This is an optimization exercise on Yosys and OpenROAD, whose aim is small area, a short achievable clock period and few clock cycles, not a production implementation.
The RTL was checked by simulation tests, not by an equivalence proof against the original design.

### flow/config.mk
export PLATFORM = sky130hd
export DESIGN_NAME = bxc_acc
export DESIGN_NICKNAME = bxc_acc
export VERILOG_FILES = /design/flow/design.v
export SDC_FILE = /design/flow/constraint.sdc
export NUM_CORES = 4
export LEC_CHECK = 0
export CAP_MARGIN = 20
export CORE_MARGIN = 2
export CORE_UTILIZATION = 40
export PLACE_DENSITY = 0.6
export SLEW_MARGIN = 20
export SYNTH_HIERARCHICAL = 1
### flow/constraint.sdc
create_clock -name core_clock -period 36.0 [get_ports {clk}]
set_input_delay 7.2000 -clock core_clock [delete_from_list [all_inputs] [get_ports {clk}]]
set_output_delay 7.2000 -clock core_clock [all_outputs]
set_load 0.01 [all_outputs]
### flow/design.v
module bxc_acc (
    input  wire        clk,
    input  wire        rst,           
    input  wire        start,
    input  wire        cfg_b58,       
    input  wire        cfg_decode,    
    input  wire [8:0]  cfg_radix,     
    input  wire        in_valid,
    input  wire [8:0]  in_data,
    output wire        in_ready,
    output wire        out_valid,
    output wire [9:0]  out_data,
    input  wire        out_ready,
    output wire        busy,
    output reg  [2:0]  err_code,
    output reg  [31:0] err_pos
);
    localparam B    = 4;             
    localparam S    = 2 * B;         
    localparam NA   = 64 - S;        
    localparam TAP  = 2;             
    localparam FINE = 16;            
    localparam LMIN = 2;
    localparam NBW  = 3;             
    localparam [2:0] ST_IDLE  = 3'd0,
                     ST_FILL  = 3'd1,    
                     ST_RUN   = 3'd2,    
                     ST_OUT   = 3'd3,    
                     ST_FLUSH = 3'd4,    
                     ST_DRAIN = 3'd5;    
    localparam [2:0] E_NONE     = 3'd0,
                     E_INVALID  = 3'd1,
                     E_CAPACITY = 3'd5,
                     E_BADCFG   = 3'd7;
    function [7:0] rom58;
        input [5:0] v;
        begin
            if (v < 6'd9)       rom58 = 8'h31 + {2'b00, v};
            else if (v < 6'd17) rom58 = 8'h41 + {2'b00, v} - 8'd9;
            else if (v < 6'd22) rom58 = 8'h4A + {2'b00, v} - 8'd17;
            else if (v < 6'd33) rom58 = 8'h50 + {2'b00, v} - 8'd22;
            else if (v < 6'd44) rom58 = 8'h61 + {2'b00, v} - 8'd33;
            else                rom58 = 8'h6D + {2'b00, v} - 8'd44;
        end
    endfunction
    function [6:0] tab58;
        input [7:0] c;
        begin
            if (c >= 8'h31 && c <= 8'h39)      tab58 = {1'b1, c[5:0] - 6'h31};
            else if (c >= 8'h41 && c <= 8'h48) tab58 = {1'b1, 6'd9  + (c[5:0] - 6'h01)};
            else if (c >= 8'h4A && c <= 8'h4E) tab58 = {1'b1, 6'd17 + (c[5:0] - 6'h0A)};
            else if (c >= 8'h50 && c <= 8'h5A) tab58 = {1'b1, 6'd22 + (c[5:0] - 6'h10)};
            else if (c >= 8'h61 && c <= 8'h6B) tab58 = {1'b1, 6'd33 + (c[5:0] - 6'h21)};
            else if (c >= 8'h6D && c <= 8'h7A) tab58 = {1'b1, 6'd44 + (c[5:0] - 6'h2D)};
            else                               tab58 = 7'd0;
        end
    endfunction
    function [6:0] grom;
        input       dec;
        input [5:0] grp;
        begin
            if ({dec, grp} == {1'b0, 6'd0}) grom = 7'd32;
            else if ({dec, grp} == {1'b0, 6'd1}) grom = 7'd11;
            else if ({dec, grp} == {1'b0, 6'd2}) grom = 7'd8;
            else if ({dec, grp} == {1'b0, 6'd3}) grom = 7'd7;
            else if ({dec, grp} == {1'b0, 6'd4}) grom = 7'd7;
            else if ({dec, grp} == {1'b0, 6'd5}) grom = 7'd7;
            else if ({dec, grp} == {1'b0, 6'd6}) grom = 7'd6;
            else if ({dec, grp} == {1'b0, 6'd7}) grom = 7'd6;
            else if ({dec, grp} == {1'b0, 6'd8}) grom = 7'd6;
            else if ({dec, grp} == {1'b0, 6'd9}) grom = 7'd6;
            else if ({dec, grp} == {1'b0, 6'd10}) grom = 7'd6;
            else if ({dec, grp} == {1'b0, 6'd11}) grom = 7'd5;
            else if ({dec, grp} == {1'b0, 6'd12}) grom = 7'd5;
            else if ({dec, grp} == {1'b0, 6'd13}) grom = 7'd5;
            else if ({dec, grp} == {1'b0, 6'd14}) grom = 7'd5;
            else if ({dec, grp} == {1'b0, 6'd15}) grom = 7'd5;
            else if ({dec, grp} == {1'b0, 6'd16}) grom = 7'd5;
            else if ({dec, grp} == {1'b0, 6'd17}) grom = 7'd5;
            else if ({dec, grp} == {1'b0, 6'd18}) grom = 7'd5;
            else if ({dec, grp} == {1'b0, 6'd19}) grom = 7'd5;
            else if ({dec, grp} == {1'b0, 6'd20}) grom = 7'd5;
            else if ({dec, grp} == {1'b0, 6'd21}) grom = 7'd5;
            else if ({dec, grp} == {1'b0, 6'd22}) grom = 7'd5;
            else if ({dec, grp} == {1'b0, 6'd23}) grom = 7'd5;
            else if ({dec, grp} == {1'b0, 6'd24}) grom = 7'd5;
            else if ({dec, grp} == {1'b0, 6'd25}) grom = 7'd5;
            else if ({dec, grp} == {1'b0, 6'd26}) grom = 7'd5;
            else if ({dec, grp} == {1'b0, 6'd27}) grom = 7'd5;
            else if ({dec, grp} == {1'b0, 6'd28}) grom = 7'd5;
            else if ({dec, grp} == {1'b0, 6'd29}) grom = 7'd5;
            else if ({dec, grp} == {1'b0, 6'd30}) grom = 7'd5;
            else if ({dec, grp} == {1'b0, 6'd31}) grom = 7'd5;
            else if ({dec, grp} == {1'b0, 6'd32}) grom = 7'd4;
            else if ({dec, grp} == {1'b1, 6'd0}) grom = 7'd2;
            else if ({dec, grp} == {1'b1, 6'd1}) grom = 7'd2;
            else if ({dec, grp} == {1'b1, 6'd2}) grom = 7'd3;
            else if ({dec, grp} == {1'b1, 6'd3}) grom = 7'd3;
            else if ({dec, grp} == {1'b1, 6'd4}) grom = 7'd3;
            else if ({dec, grp} == {1'b1, 6'd5}) grom = 7'd3;
            else if ({dec, grp} == {1'b1, 6'd6}) grom = 7'd3;
            else if ({dec, grp} == {1'b1, 6'd7}) grom = 7'd3;
            else if ({dec, grp} == {1'b1, 6'd8}) grom = 7'd4;
            else if ({dec, grp} == {1'b1, 6'd9}) grom = 7'd4;
            else if ({dec, grp} == {1'b1, 6'd10}) grom = 7'd4;
            else if ({dec, grp} == {1'b1, 6'd11}) grom = 7'd4;
            else if ({dec, grp} == {1'b1, 6'd12}) grom = 7'd4;
            else if ({dec, grp} == {1'b1, 6'd13}) grom = 7'd4;
            else if ({dec, grp} == {1'b1, 6'd14}) grom = 7'd4;
            else if ({dec, grp} == {1'b1, 6'd15}) grom = 7'd4;
            else if ({dec, grp} == {1'b1, 6'd16}) grom = 7'd4;
            else if ({dec, grp} == {1'b1, 6'd17}) grom = 7'd4;
            else if ({dec, grp} == {1'b1, 6'd18}) grom = 7'd4;
            else if ({dec, grp} == {1'b1, 6'd19}) grom = 7'd4;
            else if ({dec, grp} == {1'b1, 6'd20}) grom = 7'd4;
            else if ({dec, grp} == {1'b1, 6'd21}) grom = 7'd4;
            else if ({dec, grp} == {1'b1, 6'd22}) grom = 7'd4;
            else if ({dec, grp} == {1'b1, 6'd23}) grom = 7'd4;
            else if ({dec, grp} == {1'b1, 6'd24}) grom = 7'd4;
            else if ({dec, grp} == {1'b1, 6'd25}) grom = 7'd4;
            else if ({dec, grp} == {1'b1, 6'd26}) grom = 7'd4;
            else if ({dec, grp} == {1'b1, 6'd27}) grom = 7'd4;
            else if ({dec, grp} == {1'b1, 6'd28}) grom = 7'd4;
            else if ({dec, grp} == {1'b1, 6'd29}) grom = 7'd4;
            else if ({dec, grp} == {1'b1, 6'd30}) grom = 7'd4;
            else if ({dec, grp} == {1'b1, 6'd31}) grom = 7'd4;
            else if ({dec, grp} == {1'b1, 6'd32}) grom = 7'd4;
            else grom = 7'd32;
        end
    endfunction
    reg  [2:0]   state;
    reg          busy_r;
    reg          in_ready_r;
    reg          out_valid_r;
    reg  [9:0]   out_data_r;
    reg  [8:0]   lr;             
    reg  [9:0]   nlr;            
    reg  [9:0]   nlr1;           
    reg          ldec;
    reg          lb58;
    reg          raw_v;          
    reg  [8:0]   raw_d;
    reg  [8*B-1:0] qb;           
    reg  [NBW-1:0] nq;
    reg          nz_seen;        
    reg          end_taken;
    reg          stop_in;        
    reg  [7:0]   cs_cur;         
    reg  [7:0]   cs_prev;        
    reg  [6:0]   ph;             
    reg  [5:0]   L;              
    reg  [6:0]   len;            
    reg  [NBW-1:0] nbc;          
    reg  [8*B-1:0] pb;           
    reg  [B-1:0] pact;           
    reg  [B-1:0] pact_prev;      
    reg  [6:0]   Lr0;            
    reg          firstp;         
    reg          z0_r;           
    reg  [S-1:0] fst_r;          
    reg  [S-1:0] act_r;          
    reg  [B-1:0] ovf;            
    reg  [6:0]   wr;             
    reg  [6:0]   jn;             
    reg          endtok;         
    reg  [8*NA-1:0] R;
    reg  [8*S-1:0]  X;
    reg  [8*B-1:0]  XA;          
    reg  [4*S-1:0]  QR;          
    reg  [8*B-1:0]  HR;          
    reg  [B-1:0] CB;             
    assign busy      = busy_r;
    assign in_ready  = in_ready_r;
    assign out_valid = out_valid_r;
    assign out_data  = out_data_r;
    wire [6:0] Lr      = {1'b0, L} + S;
    wire       ph_last = (ph == Lr - 7'd1);
    wire       run     = (state == ST_RUN);
    wire       raw_eos  = raw_d[8];
    wire [7:0] raw_byte = raw_d[7:0];
    wire [6:0] raw_t58  = tab58(raw_byte);
    wire       raw_bad  = ldec && (lb58 ? !raw_t58[6] : ({1'b0, raw_byte} >= lr));
    wire [7:0] raw_val  = (ldec && lb58) ? {2'b00, raw_t58[5:0]} : raw_byte;
    wire       taking   = (state == ST_FILL || run) && !stop_in;
    wire       use_raw  = raw_v && taking && !raw_eos;      
    wire       sym_bad  = use_raw && raw_bad;
    wire       sym_cnt  = use_raw && !raw_bad;
    wire       sym_q    = sym_cnt && (raw_val != 8'd0 || nz_seen);
    wire       in_stop  = end_taken || stop_in;
    wire       go_first = (state == ST_FILL) && (nq == B || (in_stop && nq != 0));
    wire       bnd      = go_first || (run && ph_last);
    wire [8*S-1:0] st_out;
    wire [4*S-1:0] st_q;
    wire [8*S-1:0] st_acc;
    wire [S-1:0]   st_cb;
    wire [S-1:0]   st_act;
    wire [S-1:0]   st_fst;
    genvar k;
    generate
        for (k = 0; k < S; k = k + 1) begin : g_st
            localparam integer U = k / 2;
            localparam integer H = k % 2;
            wire [7:0] cin = (k == 0) ? (z0_r ? 8'd0 : R[7:0]) : X[8*((k == 0) ? 0 : k - 1) +: 8];
            wire       fst = fst_r[k];
            wire       act = act_r[k];
            wire [7:0] sym = pb[8*U +: 8];
            wire [3:0] qr  = QR[4*k +: 4];
            wire [7:0] xa  = XA[8*U +: 8];
            wire [7:0] hr  = HR[8*U +: 8];
            assign st_act[k] = act;
            assign st_fst[k] = fst;
            bxc_acc_stage #(.H(H)) u_st (
                .cin(cin), .sym(sym), .qr(qr), .xa(xa), .hr(hr), .cb(CB[U]),
                .fst(fst), .act(act), .ldec(ldec), .lr(lr), .nlr(H == 0 ? nlr : nlr1),
                .cout(st_out[8*k +: 8]), .q(st_q[4*k +: 4]),
                .acc(st_acc[8*k +: 8]), .cbo(st_cb[k]));
        end
    endgenerate
    reg [B-1:0] ovf_now;
    integer u;
    always @(*) begin
        for (u = 0; u < B; u = u + 1) begin
            ovf_now[u] = 1'b0;
            if (!ldec && fst_r[2*u]   && pact_prev[u] && QR[8*u +: 4]   != 4'd0) ovf_now[u] = 1'b1;
            if (!ldec && fst_r[2*u+1] && pact_prev[u] && QR[8*u+4 +: 4] != 4'd0) ovf_now[u] = 1'b1;
            if ( ldec && fst_r[2*u+1] && pact_prev[u] && (HR[8*u +: 8] != 8'd0 || CB[u])) ovf_now[u] = 1'b1;
        end
    end
    reg [NBW-1:0] ovf_u;
    always @(*) begin
        ovf_u = {NBW{1'b0}};
        for (u = B - 1; u >= 0; u = u - 1)
            if (ovf[u] || ovf_now[u]) ovf_u = u;
    end
    wire [6:0] jx      = (ph >= S) ? ph - S : ph + L;         
    wire       jx_nz   = (X[8*S-1 -: 8] != 8'd0);
    reg  [6:0] grow;             
    wire       jx_ok   = !(firstp && ph < S);                
    wire       len_up  = jx_nz && jx_ok && jx >= len;
    wire [6:0] len_n   = len_up ? jx + 7'd1 : len;
    wire [7:0] need    = {1'b0, len_n} + {1'b0, grow};
    function [5:0] lfit;
        input [7:0] x;
        reg   [7:0] a, l;
        begin
            a = x - S;
            l = a + ((a <= FINE) ? 8'd1 : 8'd3);
            if (x <= S)         lfit = 6'd0;
            else if (l >= NA)   lfit = NA[5:0];
            else if (a <= FINE) lfit = {l[5:1], 1'b0};
            else                lfit = {l[5:2], 2'b00};
        end
    endfunction
    wire [5:0] L_lo    = lfit({1'b0, len} + {1'b0, grow});
    wire [5:0] L_hi    = lfit({1'b0, Lr} + {1'b0, grow});
    wire [5:0] L_ext   = (jx_nz && jx_ok) ? L_hi : L_lo;
    wire [511:0] V = {X, R};
    reg  [6:0] w0;
    wire [6:0] len_nx  = (run && len_up) ? jx + 7'd1 : len;
    wire [6:0] ph_nx   = ph_last ? 7'd0 : ph + 7'd1;
    wire [7:0] w0_t    = {1'b0, len_nx} - 8'd1 - {1'b0, ph_nx};
    wire [6:0] rd_w    = (state == ST_OUT) ? wr : w0;
    wire [6:0] rd_off  = rd_w - {1'b0, L};
    wire [5:0] rd_idx  = (rd_w < {1'b0, L}) ? rd_w[5:0] : (6'd63 - rd_off[5:0]);
    wire [7:0] rd_cell = V[8*rd_idx +: 8];
    wire [7:0] rd_char = (lb58 && !ldec) ? rom58(rd_cell[5:0]) : rd_cell;
    wire drained = in_stop && nq == 0 && !use_raw && pact == {B{1'b0}} && ph >= S;
    wire cfg_ok = cfg_b58 || (cfg_radix >= 9'd2 && cfg_radix <= 9'd256);
    wire [NBW:0] q_after  = {1'b0, (bnd ? {NBW{1'b0}} : nq)} + {{NBW{1'b0}}, sym_q};
    wire         rdy_room = !end_taken && !(raw_v && raw_eos) && !stop_in && !sym_bad && (q_after < B);
    wire         rdy_full = (q_after >= B - 1);
    integer j;
    always @(posedge clk) begin
        for (j = 0; j < NA; j = j + 1) begin
            if (j == NA - 1)
                R[8*j +: 8] <= X[8*S-1 -: 8];
            else if ((j < FINE) ? ((j % TAP) == TAP - 1) : ((j % (2*TAP)) == 2*TAP - 1))
                R[8*j +: 8] <= (L == j + 1) ? X[8*S-1 -: 8] : R[8*(j+1) +: 8];
            else
                R[8*j +: 8] <= R[8*(j+1) +: 8];
        end
        X <= st_out;
        for (j = 0; j < S; j = j + 1) begin
            QR[4*j +: 4] <= st_q[4*j +: 4];
        end
        for (j = 0; j < B; j = j + 1) begin
            XA[8*j +: 8] <= st_acc[8*(2*j) +: 8];
            HR[8*j +: 8] <= st_acc[8*(2*j+1) +: 8];
            CB[j]        <= st_cb[2*j+1];
        end
        begin
            if (in_valid && in_ready_r) begin
                raw_v <= 1'b1;
                raw_d <= in_data;
            end else if (raw_v) begin
                raw_v <= 1'b0;
            end
            if (raw_v && raw_eos && state != ST_IDLE)
                end_taken <= 1'b1;
            if (sym_bad)
                stop_in <= 1'b1;
            if (sym_cnt)
                err_pos <= err_pos + 32'd1;
            if (sym_q)
                nz_seen <= 1'b1;
            if (bnd) begin
                pb <= qb;
                pact_prev <= pact;
                for (j = 0; j < B; j = j + 1)
                    pact[j] <= (j < nq);
                nbc       <= nq;
                cs_prev   <= cs_cur + {7'd0, sym_cnt};
                cs_cur    <= {5'd0, nq} + {7'd0, sym_cnt};
                if (sym_q) begin
                    qb[7:0] <= raw_val;
                    nq    <= 1;
                end else begin
                    nq    <= 0;
                end
            end else begin
                cs_prev <= cs_prev + {7'd0, sym_cnt};
                cs_cur  <= cs_cur  + {7'd0, sym_cnt};
                if (sym_q) begin
                    for (j = 0; j < B; j = j + 1)
                        if (nq == j) qb[8*j +: 8] <= raw_val;
                    nq     <= nq + 1'b1;
                end
            end
            grow <= grom(ldec, lr[8:3]);
            nlr  <= 10'd0 - {1'b0, lr};
            nlr1 <= nlr;
            w0 <= w0_t[7] ? w0_t[6:0] + Lr : w0_t[6:0];
            fst_r <= {fst_r[S-2:0], bnd};
            for (j = 0; j < S; j = j + 1) begin
                if (j == 0 ? bnd : fst_r[j-1])
                    act_r[j] <= (j == 0) ? (nq != 0) : pact[j/2];
            end
            if (bnd) begin
                Lr0    <= Lr;
                firstp <= go_first;
            end
            z0_r <= go_first || (run && !bnd && (firstp || (ph + 7'd1 >= Lr0)));
            if (go_first)
                ph <= 7'd0;
            else if (state != ST_IDLE && state != ST_FILL)
                ph <= ph_last ? 7'd0 : ph + 7'd1;
            if (run && ph == S - 1 && pact != {B{1'b0}} && L_ext > L)
                L <= L_ext;
            if (run && len_up)
                len <= jx + 7'd1;
            if (run && ph == S - 1)
                ovf <= {B{1'b0}};
            else
                ovf <= ovf | ovf_now;
            in_ready_r <= 1'b0;
            case (state)
                ST_IDLE: begin
                    out_valid_r <= 1'b0;
                    raw_v       <= 1'b0;
                    lr          <= cfg_b58 ? 9'd58 : cfg_radix;
                    ldec        <= cfg_decode;
                    lb58        <= cfg_b58;
                    nq          <= 0;
                    nz_seen     <= 1'b0;
                    end_taken   <= 1'b0;
                    stop_in     <= 1'b0;
                    cs_cur      <= 8'd0;
                    cs_prev     <= 8'd0;
                    ph          <= 7'd0;
                    L           <= LMIN;
                    len         <= 7'd0;
                    pact        <= {B{1'b0}};
                    pact_prev   <= {B{1'b0}};
                    fst_r       <= {S{1'b0}};
                    act_r       <= {S{1'b0}};
                    ovf         <= {B{1'b0}};
                    if (start) begin
                        err_pos <= 32'd0;
                        if (cfg_ok) begin
                            err_code   <= E_NONE;
                            busy_r     <= 1'b1;
                            state      <= ST_FILL;
                            in_ready_r <= 1'b1;
                        end else begin
                            err_code <= E_BADCFG;
                        end
                    end
                end
                ST_FILL, ST_RUN: begin
                    in_ready_r <= rdy_room && !(in_valid && in_ready_r && (in_data[8] || rdy_full));
                    if (state == ST_FILL && in_stop && nq == 0 && !raw_v) begin
                        if (stop_in) begin
                            err_code    <= E_INVALID;
                            state       <= ST_FLUSH;
                            out_valid_r <= 1'b1;
                            out_data_r  <= 10'h300;
                        end else begin
                            state       <= ST_OUT;
                            jn          <= 7'd0;
                            endtok      <= 1'b0;
                        end
                    end else if (state == ST_FILL && go_first) begin
                        state <= ST_RUN;
                    end else if (run && ph == S - 1 && (ovf | ovf_now) != {B{1'b0}}) begin
                        err_code    <= E_CAPACITY;
                        err_pos     <= err_pos - {24'd0, cs_prev} + {{(32-NBW){1'b0}}, ovf_u};
                        state       <= ST_FLUSH;
                        in_ready_r  <= 1'b0;
                        out_valid_r <= 1'b1;
                        out_data_r  <= 10'h300;
                    end else if (run && drained) begin
                        in_ready_r <= 1'b0;
                        if (stop_in) begin
                            err_code    <= E_INVALID;
                            state       <= ST_FLUSH;
                            out_valid_r <= 1'b1;
                            out_data_r  <= 10'h300;
                        end else begin
                            state       <= ST_OUT;
                            out_valid_r <= 1'b1;
                            if (len == 7'd0) begin
                                out_data_r <= 10'h100;
                                endtok     <= 1'b1;
                                jn         <= 7'd0;
                            end else begin
                                out_data_r <= {2'b00, rd_char};
                                endtok     <= 1'b0;
                                jn         <= len - 7'd1;
                                wr         <= (w0 >= 7'd2) ? w0 - 7'd2 : w0 + Lr - 7'd2;
                            end
                        end
                    end
                end
                ST_OUT: begin
                    if (!out_valid_r || out_ready) begin
                        if (out_valid_r && endtok) begin
                            out_valid_r <= 1'b0;
                            busy_r      <= 1'b0;
                            state       <= ST_IDLE;
                            err_code    <= E_NONE;
                            err_pos     <= 32'd0;
                        end else if (jn != 7'd0) begin
                            out_valid_r <= 1'b1;
                            out_data_r  <= {2'b00, rd_char};
                            jn          <= jn - 7'd1;
                            wr          <= (wr >= 7'd2) ? wr - 7'd2 : wr + Lr - 7'd2;
                        end else begin
                            out_valid_r <= 1'b1;
                            out_data_r  <= 10'h100;
                            endtok      <= 1'b1;
                            wr          <= (wr >= 7'd1) ? wr - 7'd1 : wr + Lr - 7'd1;
                        end
                    end else begin
                        wr <= (wr >= 7'd1) ? wr - 7'd1 : wr + Lr - 7'd1;
                    end
                end
                ST_FLUSH: begin
                    if (out_ready) begin
                        out_valid_r <= 1'b0;
                        if (end_taken || (raw_v && raw_eos)) begin
                            busy_r <= 1'b0;
                            state  <= ST_IDLE;
                        end else begin
                            state      <= ST_DRAIN;
                            in_ready_r <= 1'b1;
                        end
                    end
                end
                ST_DRAIN: begin
                    if (in_valid && in_ready_r && in_data[8]) begin
                        busy_r <= 1'b0;
                        state  <= ST_IDLE;
                    end else begin
                        in_ready_r <= 1'b1;
                    end
                end
                default: begin
                    state  <= ST_IDLE;
                    busy_r <= 1'b0;
                end
            endcase
        end
        if (rst) begin
            state       <= ST_IDLE;
            busy_r      <= 1'b0;
            in_ready_r  <= 1'b0;
            out_valid_r <= 1'b0;
            err_code    <= E_NONE;
            err_pos     <= 32'd0;
        end
    end
endmodule
module bxc_acc_stage #(
    parameter H = 0
) (
    input  wire [7:0] cin,
    input  wire [7:0] sym,
    input  wire [3:0] qr,
    input  wire [7:0] xa,
    input  wire [7:0] hr,
    input  wire       cb,
    input  wire       fst,
    input  wire       act,
    input  wire       ldec,
    input  wire [8:0] lr,
    input  wire [9:0] nlr,
    output wire [7:0] cout,
    output wire [3:0] q,
    output wire [7:0] acc,
    output wire       cbo
);
    integer i;
    wire [7:0] e_r [0:4];
    wire [3:0] e_q;
    assign e_r[0] = cin;
    genvar g;
    generate
        for (g = 0; g < 4; g = g + 1) begin : g_er
            bxc_acc_erow u_r (
                .rem(e_r[g]), .b(fst ? sym[(H == 0 ? 7 : 3) - g] : qr[g]), .nlr(nlr),
                .remo(e_r[g+1]), .q(e_q[g]));
        end
    endgenerate
    wire [7:0] e_rem = e_r[4];
    reg [7:0] d_acc;
    reg [3:0] d_p;
    reg [8:0] d_s;
    reg [3:0] d_bits;
    reg [8:0] d_sum;
    reg [7:0] d_out;
    always @(*) begin
        d_acc  = (H == 0) ? 8'd0 : xa;
        d_bits = (H == 0) ? cin[3:0] : cin[7:4];
        for (i = 0; i < 4; i = i + 1) begin
            d_s    = {1'b0, d_acc} + (d_bits[i] ? lr : 9'd0);
            d_p[i] = d_s[0];
            d_acc  = d_s[8:1];
        end
        if (H == 0) begin
            d_sum = 9'd0;
            d_out = {cin[7:4], d_p};
        end else begin
            d_sum = {1'b0, d_p, cin[3:0]} + (fst ? {1'b0, sym} : {1'b0, hr})
                    + {8'd0, (fst ? 1'b0 : cb)};
            d_out = d_sum[7:0];
        end
    end
    assign cout = !act ? cin : (ldec ? d_out : e_rem);
    assign q    = e_q;
    assign acc  = d_acc;
    assign cbo  = d_sum[8];
endmodule
module bxc_acc_erow (
    input  wire [7:0] rem,
    input  wire       b,
    input  wire [9:0] nlr,
    output wire [7:0] remo,
    output wire       q
);
    wire [9:0] d = {1'b0, rem, b} + nlr;
    assign q    = !d[9];
    assign remo = d[9] ? {rem[6:0], b} : d[7:0];
endmodule
### flow/flow/run.sh
#!/bin/bash
# Layout flow: the standard ORFS flow (standard.sh, synthesis unchanged),
# with the port buffers built from sky130_fd_sc_hd__buf_2 cells instead of the
# delay-buffer cells buffer_ports picks by default. Every input and output
# port still gets its own buffer.
set -euo pipefail
export BUFFER_PORTS_ARGS="-buffer_cell sky130_fd_sc_hd__buf_2"
bash standard.sh finish > standard_flow.log 2>&1
### flow/standard.sh
#!/bin/bash
# synth_recipe.tcl (not shown) runs the flow's synth.tcl, then flattens the netlist and writes it again
# the make line also repeats each setting of config.mk as NAME=value (left out here)
make -C /OpenROAD-flow-scripts/flow DESIGN_CONFIG=/design/flow/config.mk WORK_HOME=/design/flow/orfs CLKGATE_MAP_FILE= SYNTH_SCRIPT=/design/flow/synth_recipe.tcl "${@:-finish}"
==> run summary <==
## worst reg2reg max path, stage by stage (launching register included)
cell      delay [ps]
dfxtp_1          390
nor2b_1          790
ha_1             440
and2_4           190
a221oi_4         300
a21oi_2          120
o211ai_4         360
mux2_2           410
ha_1             360
a21oi_1          280
o21ai_0          170
nand2b_1         200
o211ai_4         360
mux2_2           400
ha_1             370
and2_4           180
a221oi_4         310
a21oi_2          110
o211ai_4         390
mux2_2           420
ha_1             360
and2_4           200
a221oi_4         310
a21oi_2          110
o211ai_4         370
mux2_2           380
mux2_2           260
## layout by cell type (no fill, tap or decap), types with 33 or more instances in the layout
cell type	n
o21a_1	61
inv_1	428
o211ai_1	51
a211o_1	38
nand2b_1	79
o21ai_0	247
o21bai_1	33
o22ai_1	47
nor2_1	383
nand2_1	612
fa_1	80
edfxtp_1	116
xor2_1	135
nand3_1	151
nand4_1	64
nor3_1	102
clkbuf_16	95
a311oi_1	34
dfxtp_1	756
and4b_1	38
a21o_1	132
and2_4	33
buf_2	72
mux2_2	468
nor2b_1	97
ha_1	740
and2_1	269
or4_1	38
a211oi_1	155
xnor2_1	334
a31oi_1	73
mux2i_1	117
o31a_1	36
and3_1	137
a21oi_1	487
buf_4	90
## layout make-up
type                       instances  area (um2)  area share, %
multi-input combinational       5782       45800           62.7
tap                             2204        2760           3.77
clock inverter                    49         642          0.878
sequential                       872       18600           25.5
inverter                         432        1620           2.22
clock buffer                     125        2570           3.52
timing repair buffer             163        1060           1.44
## per-layer routing
metal | GRT usage, % | vias up | share of wire (%)
li1 | - | 26700 | -
met1 | 29.6 | 26200 | 46
met2 | 37.0 | 1222 | 46
met4 | 7.62 | 4 | 3.3
met5 | 0 | - | 0.014
met3 | 2.74 | 310 | 4.8
## registers in the layout, indices dropped and copies added, names as in the netlist, 32 cells and up
signal,cells
pb,32
QR,32
qb,32
R,448
XA,32
err_pos,32
X,64
HR,32
## worst max-delay path by stage
| stage | startpoint | end | slack [ps] | cells past startpoint |
|---|---|---|---|---|
| 3_3_place_gp | cfg_radix[6] | state[0]$_SDFFE_PP0P_ | 26560 | 12 |
| 6_report | cfg_radix[6] | state[0]$_SDFFE_PP0P_ | 27300 | 12 |
| 2_1_floorplan | cfg_radix[6] | state[0]$_SDFFE_PP0P_ | 27030 | 11 |
| 4_1_cts | err_pos[0]$_SDFF_PP0_ | err_pos[0] | 27260 | 1 |
| 3_5_place_dp | cfg_radix[6] | state[0]$_SDFFE_PP0P_ | 26560 | 12 |
| 5_1_grt | z0_r$_DFF_P_ | X[2]$_DFF_P_ | 26870 | 27 |
## per-stage QoR
step	setup slack, ps	utilization (%)	cells	hold slack, ps
2_1_floorplan	27030	-	7275	323
3_3_place_gp	26560	41.9	9453	328
3_5_place_dp	26560	41.9	9453	332
4_1_cts	27260	43.8	9627	344
5_1_grt	26870	43.9	9627	351
6_report	27300	43.9	9627	340
==> run summary <==
Status = timing/DRC/antenna clean
Post-Route Setup TNS = 0 ps
Starting DRT DRC Count = 3543
Pre-antenna DRT Iters = 6
Slew HR = 28.8%
First-pass GRT wire length = 302000 um
RR Endpoint = X[5]$_DFF_P_
Final Hold Viols = 0
Post-route clock skew = 52.3 ps
Top Ports = 73
Final setup fails = 0
CTS max path bufs = 3
Post-Synthesis Cells = 7275
HPWL Detailed = 140000 um
DR DRC count = 0
Fillers = 16200
CP max stage delay = 380 ps
WP buf/inv = 1
Setup CP Type = in -> reg
Post-route cell area = 73100 um2
DRT Wirelength = 193000 um
Crit. End Element = flip-flop
Max Slew Vio Count = 0
R2R depth = 26
Height of the die = 413 um
Worst Hold Depth = 0
Core box area = 167000 um2
Post-Place Cell Area = 69900 um2
Largest net degree at the start of global routing = 73
Clock buffer count from CTS = 95
Post-Syn Area per Cell = 9.19 um2
Chip width = 413 um
Mapped Area = 66800 um2
Syn-to-layout area delta = 9.34%
Proportion of layout cells with a drive suffix above 1 = 14.1%
Die Footprint = 170000 um2
Max Freq = 115 MHz
Hold_buf cts = 0
Crit path required time = 36610 ps
Worst-path clk slew = 60 ps
GR Util All Layers = 22.2%
Critical Path AT = 9310 ps
Worst Setup Start Kind = input port
Final net count = 8191
Via-to-Cell Ratio = 5.65
Total gr overflow = 0
Hold path start = R[318]$_DFF_P_
CP top delay family = compound AO/OA/AOI/OAI gates
Slowest stage cell, crit path = nor4_1
Vias in the first global route = 53800
Worst slew pin tran = 1060 ps
Final period util = 24.2%
Root Buffer = clkbuf_16
Worst Hold End = R[310]$_DFF_P_
Worst r2r src = z0_r$_DFF_P_
Routed length per instance = 20.0 um
Unrepaired setup endpoints after global routing = no
Syn_nets = 8120
Cts repair resizes = 0
Postcts setup bufs = 0
Max-Cap Viols = 0
Post-DRT Antenna Nets = 0
Minimum clock period = 8700 ps
Antenna Cells = 0
Setup slack, reg-to-reg = 27340 ps
H-tree depth = 3
Gp weighted congestion = 0.902
YS warnings = 9
CTS Sinks = 872
Crit path cell chain = buf_2 -> nor4_1 -> a21o_1 -> nand2_1 -> or2_2 -> a21oi_1 -> a211oi_1 -> o21ai_1 -> o21ai_0 -> o2bb2ai_1 -> a22oi_1 -> nor2_1
Antenna violations before repair = 4
Num rows = 150
Max FO, Critical Path = 7
DR vias = 54400
Initial core utilization = 40.1%
CTS tree = done
Worst-Skew Late Latency = 740 ps
HP Class = reg -> reg
I/O Buffers = 72
Testbench counts, summed over its fixed seeds: cycles 47,093.

what the ideal ports hide:
No port has a modelled driver above. Below, the same layout with a new extraction and two added sets of constraints. Step 1, drivers: a clkbuf_16 drives clk and a buf_2 each remaining input, both assumed. Step 2 adds t to the input delays and takes it off the output delays; t is the mean of the earliest and latest rising clock arrival at the registers after step 1. Input paths then give back, and output paths get back, about the clock's delay inside the block. a / b / c = no drivers / after step 1 / after step 2; a / b = the first two.
t (ns): 0.798
slack for setup (ns): 27.300 / 27.238 / 26.557
worst register clock-pin slew, ns: 0.08 / 0.08
After both steps setup and hold are still met in this run. For this run, drivers alone change the setup slack by -0.062 ns; drivers and shift together by -0.743 ns.
